From an optimization exercise on the open Yosys and OpenROAD flow, aimed at small area, a short achievable clock period and few clock cycles per item; shortcuts taken in it are not production practice.
RTL that was checked went through simulation tests only; none was proved equivalent to the original.

==> inputs of willow <==
// hme_fsearch
module hme_fsearch (
    input  wire         clk,
    input  wire         rst,
    input  wire         start,
    input  wire [4:0]   grid_rows_m1,    
    input  wire [4:0]   grid_cols_m1,    
    output reg          busy,
    output reg          done,
    output wire         ref_req,
    output wire [8:0]   ref_y,
    output wire [8:0]   ref_x,
    input  wire [127:0] ref_row,
    output wire         tgt_req,
    output wire [8:0]   tgt_y,
    output wire [8:0]   tgt_x,
    input  wire [127:0] tgt_row,
    output reg          res_valid,
    output wire [4:0]   res_mb_row,
    output wire [4:0]   res_mb_col,
    output wire [4:0]   res_dy,
    output wire [4:0]   res_dx,
    output wire [15:0]  res_cost
);
    reg [4:0] gr_m1, gc_m1;
    reg [4:0] mb_r, mb_c;
    reg       run;                     
    wire top   = (mb_r == 5'd0);
    wire bot   = (mb_r == gr_m1);
    wire left  = (mb_c == 5'd0);
    wire right = (mb_c == gc_m1);
    reg              g_ph;             
    reg              g_new;            
    reg              g_done;
    reg        [3:0] g_rad;
    reg signed [4:0] g_a, g_b;         
  ...
==> flow/config.mk <==
export PLATFORM = sky130hd
export DESIGN_NAME = hme_fsearch
export DESIGN_NICKNAME = hme_fsearch
export VERILOG_FILES = /design/flow/design.v
export SDC_FILE = /design/flow/constraint.sdc
export NUM_CORES = 4
export LEC_CHECK = 0
export CAP_MARGIN = 20
export CORE_MARGIN = 2
export CORE_UTILIZATION = 25
export PLACE_DENSITY = 0.5
export SLEW_MARGIN = 20
==> flow/constraint.sdc <==
create_clock -name core_clock -period 22.0 [get_ports {clk}]
set_input_delay 4.4000 -clock core_clock [delete_from_list [all_inputs] [get_ports {clk}]]
set_output_delay 4.4000 -clock core_clock [all_outputs]
set_load 0.01 [all_outputs]
standard.sh (not shown) runs the stock make flow with config.mk's settings and CLKGATE_MAP_FILE= SYNTH_SCRIPT=/design/flow/synth_recipe.tcl, a recipe that flattens the netlist after the stock synthesis.
==> flow/flow/run.sh <==
#!/bin/bash
# The standard layout (the standard.sh, unchanged scripts) with three
# layout choices:
#  - the smallest buffer (buf_1) on the ports instead of the one
#    buffer_ports picks by default;
#  - timing repair aimed at a setup slack of 15.2 ns on the 22 ns clock, so
#    that the resizer sizes up the critical paths (the clock and the
#    constraints are the design's);
#  - clock tree: sinks clustered 30 to a buffer, no dummy loads.
# Each tool's output is in the ORFS logs under orfs/logs; make's own output
# is in standard.log.
set -euo pipefail
cd "$(dirname "$0")/.."
export BUFFER_PORTS_ARGS="-buffer_cell sky130_fd_sc_hd__buf_1"
export SETUP_SLACK_MARGIN=15.2
export CTS_ARGS="-sink_clustering_enable -repair_clock_nets -sink_clustering_size 30 -sink_clustering_max_diameter 80 -dont_use_dummy_load"
bash standard.sh > standard.log 2>&1
==> inputs of yarrow, as changes to willow <==
--- a/flow/design.v
+++ b/flow/design.v
@@ -26,12 +26,13 @@
     reg       run;                     
     wire top   = (mb_r == 5'd0);
     wire bot   = (mb_r == gr_m1);
     wire left  = (mb_c == 5'd0);
     wire right = (mb_c == gc_m1);
     reg              g_ph;             
+    reg              g_wait;           
     reg              g_new;            
     reg              g_done;
     reg        [3:0] g_rad;
     reg signed [4:0] g_a, g_b;         
     reg signed [4:0] g_cy, g_cx;       
     wire signed [5:0] g_d  = g_ph ? {2'b00, g_rad} : {g_rad, 2'b00};
@@ -55,22 +56,21 @@
     wire ring_all = (e_t <= a_min) && (e_b >= a_max) && (e_l <= b_min) && (e_r >= b_max);
     wire ring_end = g_ph ? ring_all : (g_rad == 4'd1);
     wire g_full = (g_a == e_t) || (g_a == e_b);
     wire in_win = (g_a >= a_min) && (g_a <= a_max) && (g_b >= b_min) && (g_b <= b_max);
     wire coarse = (g_a == -5'sd4 || g_a == 5'sd0 || g_a == 5'sd4) &&
                   (g_b == -5'sd4 || g_b == 5'sd0 || g_b == 5'sd4);
-    wire g_ok   = !g_done && !g_new && in_win && !(g_ph && coarse);
+    wire g_ok   = !g_done && !g_wait && !g_new && in_win && !(g_ph && coarse);
     wire              s_out   = !l_in && !r_in;
     wire signed [5:0] a_inc   = g_a + g_st;
     wire signed [5:0] a_nx    = g_new ? ((s_out && !t_in) ? e_b : a_lo)
                                       : (s_out ? e_b : a_inc);
     wire              more    = s_out ? (g_a == e_t[4:0] && bt_in) : (g_a != a_hi[4:0]);
     wire              full_nx = g_new ? (t_in || s_out) : (s_out || a_inc == e_b);
     wire signed [5:0] b_nx    = full_nx ? b_lo : (l_in ? e_l : e_r);
     reg               r_v, x_v, d_v;
-    reg               r_c, x_c, d_c;       
     reg signed [5:0]  r_u;
     reg signed [4:0]  r_nx;
     reg signed [4:0]  x_dy, d_dy;
     reg signed [4:0]  x_dx, d_dx;
     reg        [3:0]  r_row, x_row, d_row;
     reg        [15:0] r_acc, x_acc, d_acc;
@@ -805,70 +805,65 @@
     wire signed [4:0] nx_cont = ~d_dx + 5'sd1;
     wire signed [5:0] u_take  = 6'sd0 - {g_a[4], g_a};
     wire signed [4:0] nx_take = 5'sd0 - g_b;
     wire drained = run && g_done && !r_v && !x_v && !d_v;
     always @(posedge clk) begin
         x_v   <= r_v;
-        x_c   <= r_c;
         x_dy  <= r_row - r_u[4:0];
         x_dx  <= 5'sd0 - r_nx;
         x_row <= r_row;
         x_acc <= r_acc;
         d_v   <= x_v;
-        d_c   <= x_c;
         d_dy  <= x_dy;
         d_dx  <= x_dx;
         d_row <= x_row;
         d_acc <= x_acc;
         d_cs  <= cs_in;
         r_v <= cont || g_ok;
         if (cont) begin
             r_u   <= u_cont;
             r_nx  <= nx_cont;
             r_row <= d_row + 4'd1;
-            r_c   <= d_c;
             r_acc <= acc_new;
         end else begin
             r_u   <= u_take;
             r_nx  <= nx_take;
             r_row <= 4'd0;
-            r_c   <= !g_ph;
             r_acc <= 16'd0;
         end
         if (win) begin
             best_cost <= acc_new;
             best_dy   <= d_dy;
             best_dx   <= d_dx;
         end
-        if (g_ph && win && d_c) begin
-            g_cy   <= d_dy;
-            g_cx   <= d_dx;
-            g_rad  <= 4'd1;
-            g_new  <= 1'b1;
-            g_done <= 1'b0;
-        end else if (g_new) begin
+        if (g_new) begin
             g_new <= 1'b0;
             g_a   <= a_nx[4:0];
             g_b   <= b_nx[4:0];
+        end else if (g_wait) begin
+            if (!r_v && !x_v && !d_v) begin
+                g_wait <= 1'b0;
+                g_ph   <= 1'b1;
+                g_cy   <= best_dy;
+                g_cx   <= best_dx;
+                g_rad  <= 4'd1;
+                g_new  <= 1'b1;
+            end
         end else if ((take || !g_ok) && !g_done) begin
             if (g_full && g_b != b_hi[4:0]) begin
                 g_b <= g_b + g_st;
             end else if (!g_full && g_b == e_l[4:0] && r_in) begin
                 g_b <= e_r[4:0];
             end else if (more) begin
                 g_a <= a_nx[4:0];
                 g_b <= b_nx[4:0];
             end else if (!ring_end) begin
                 g_rad <= g_rad + 4'd1;
                 g_new <= 1'b1;
             end else if (!g_ph) begin
-                g_ph  <= 1'b1;
-                g_cy  <= win ? d_dy : best_dy;
-                g_cx  <= win ? d_dx : best_dx;
-                g_rad <= 4'd1;
-                g_new <= 1'b1;
+                g_wait <= 1'b1;
             end else begin
                 g_done <= 1'b1;
             end
         end
         done      <= 1'b0;
         res_valid <= 1'b0;
@@ -886,12 +881,13 @@
                 mb_r <= mb_r + 5'd1;
             end else begin
                 mb_c <= mb_c + 5'd1;
             end
             run       <= 1'b1;
             g_ph      <= 1'b0;
+            g_wait    <= 1'b0;
             g_new     <= 1'b0;
             g_rad     <= 4'd0;
             g_a       <= 5'sd0;
             g_b       <= 5'sd0;
             g_cy      <= 5'sd0;
             g_cx      <= 5'sd0;
@@ -905,12 +901,13 @@
             gc_m1     <= grid_cols_m1;
             mb_r      <= 5'd0;
             mb_c      <= 5'd0;
             busy      <= 1'b1;
             run       <= 1'b1;
             g_ph      <= 1'b0;
+            g_wait    <= 1'b0;
             g_new     <= 1'b0;
             g_rad     <= 4'd0;
             g_a       <= 5'sd0;
             g_b       <= 5'sd0;
             g_cy      <= 5'sd0;
             g_cx      <= 5'sd0;
@@ -922,12 +919,13 @@
         if (rst) begin
             busy      <= 1'b0;
             done      <= 1'b0;
             res_valid <= 1'b0;
             run       <= 1'b0;
             g_done    <= 1'b1;
+            g_wait    <= 1'b0;
             g_new     <= 1'b0;
             r_v       <= 1'b0;
             x_v       <= 1'b0;
             d_v       <= 1'b0;
         end
     end
==> comparison table <==
|  | willow | yarrow |
|---|---|---|
| Gate count after technology mapping | 2,312 | 2,334 |
| Non-CTS buffers | 361 | 349 |
| Total track usage | 13.6% | 13.7% |
| Maximum number of pins on one net before global-route repair | 34 | 36 |
| Final core utilization | 29.2% | 28.9% |
| Worst setup margin | 15.39 ns | 15.38 ns |
| Via-per-instance ratio | 4.22 | 4.20 |
| Destination of the worst hold path | x_acc[11] | d_acc[7] |
| Sequential cell area | 5750 sq um | 5710 sq um |
| Period utilization | 30.0% | 30.1% |
| Shortest clock period the worst path allows after layout | 6.61 ns | 6.62 ns |
| Required @ worst endpoint | 22.42 ns | 22.44 ns |
| Run status | finished clean | finished clean |
| Hold_ws | 0.278 ns | 0.304 ns |
| Die Area | 89,700 sq um | 89,500 sq um |
| Worst R2R End | g_b[0] | g_rad[3] |
Testbench counts of yarrow, summed over its fixed seeds: cycles 198,758, mbs 298.
Function not checked in willow: the RTL went through the layout flow alone.

-- static timing again, ports no longer ideal --
The flow's constraints put no driver on any port. The routed layouts listed below were extracted and timed again, unchanged, in two steps. Step 1 sets driving cells, clkbuf_16 on the clock port and buf_2 on the other inputs (assumed; they add their load-dependent delay and slew). Step 2 times the ports against the registers' clock, not the clock port: input delays grow and output delays shrink by t, the midpoint of the rising clock arrivals with the driver on. a / b / c = ideal ports / drivers / drivers and shift; a / b = the first two.
| run | t (ns) | slack for setup (ns) | worst hold slack (ns) | slew at the worst register clock pin (ns) | cell pins on the clock port's net |
|---|---|---|---|---|---|
| willow | 0.605 | 15.392 / 15.411 / 14.806 | 0.278 / 0.278 / 0.278 | 0.10 / 0.10 | 1 |
| yarrow | 0.612 | 15.376 / 15.411 / 14.799 | 0.304 / 0.304 / 0.304 | 0.09 / 0.09 | 1 |
After both steps setup and hold are still met in every run listed. For willow, which loses most, drivers alone change the setup slack by +0.019 ns; drivers and shift together by -0.586 ns.
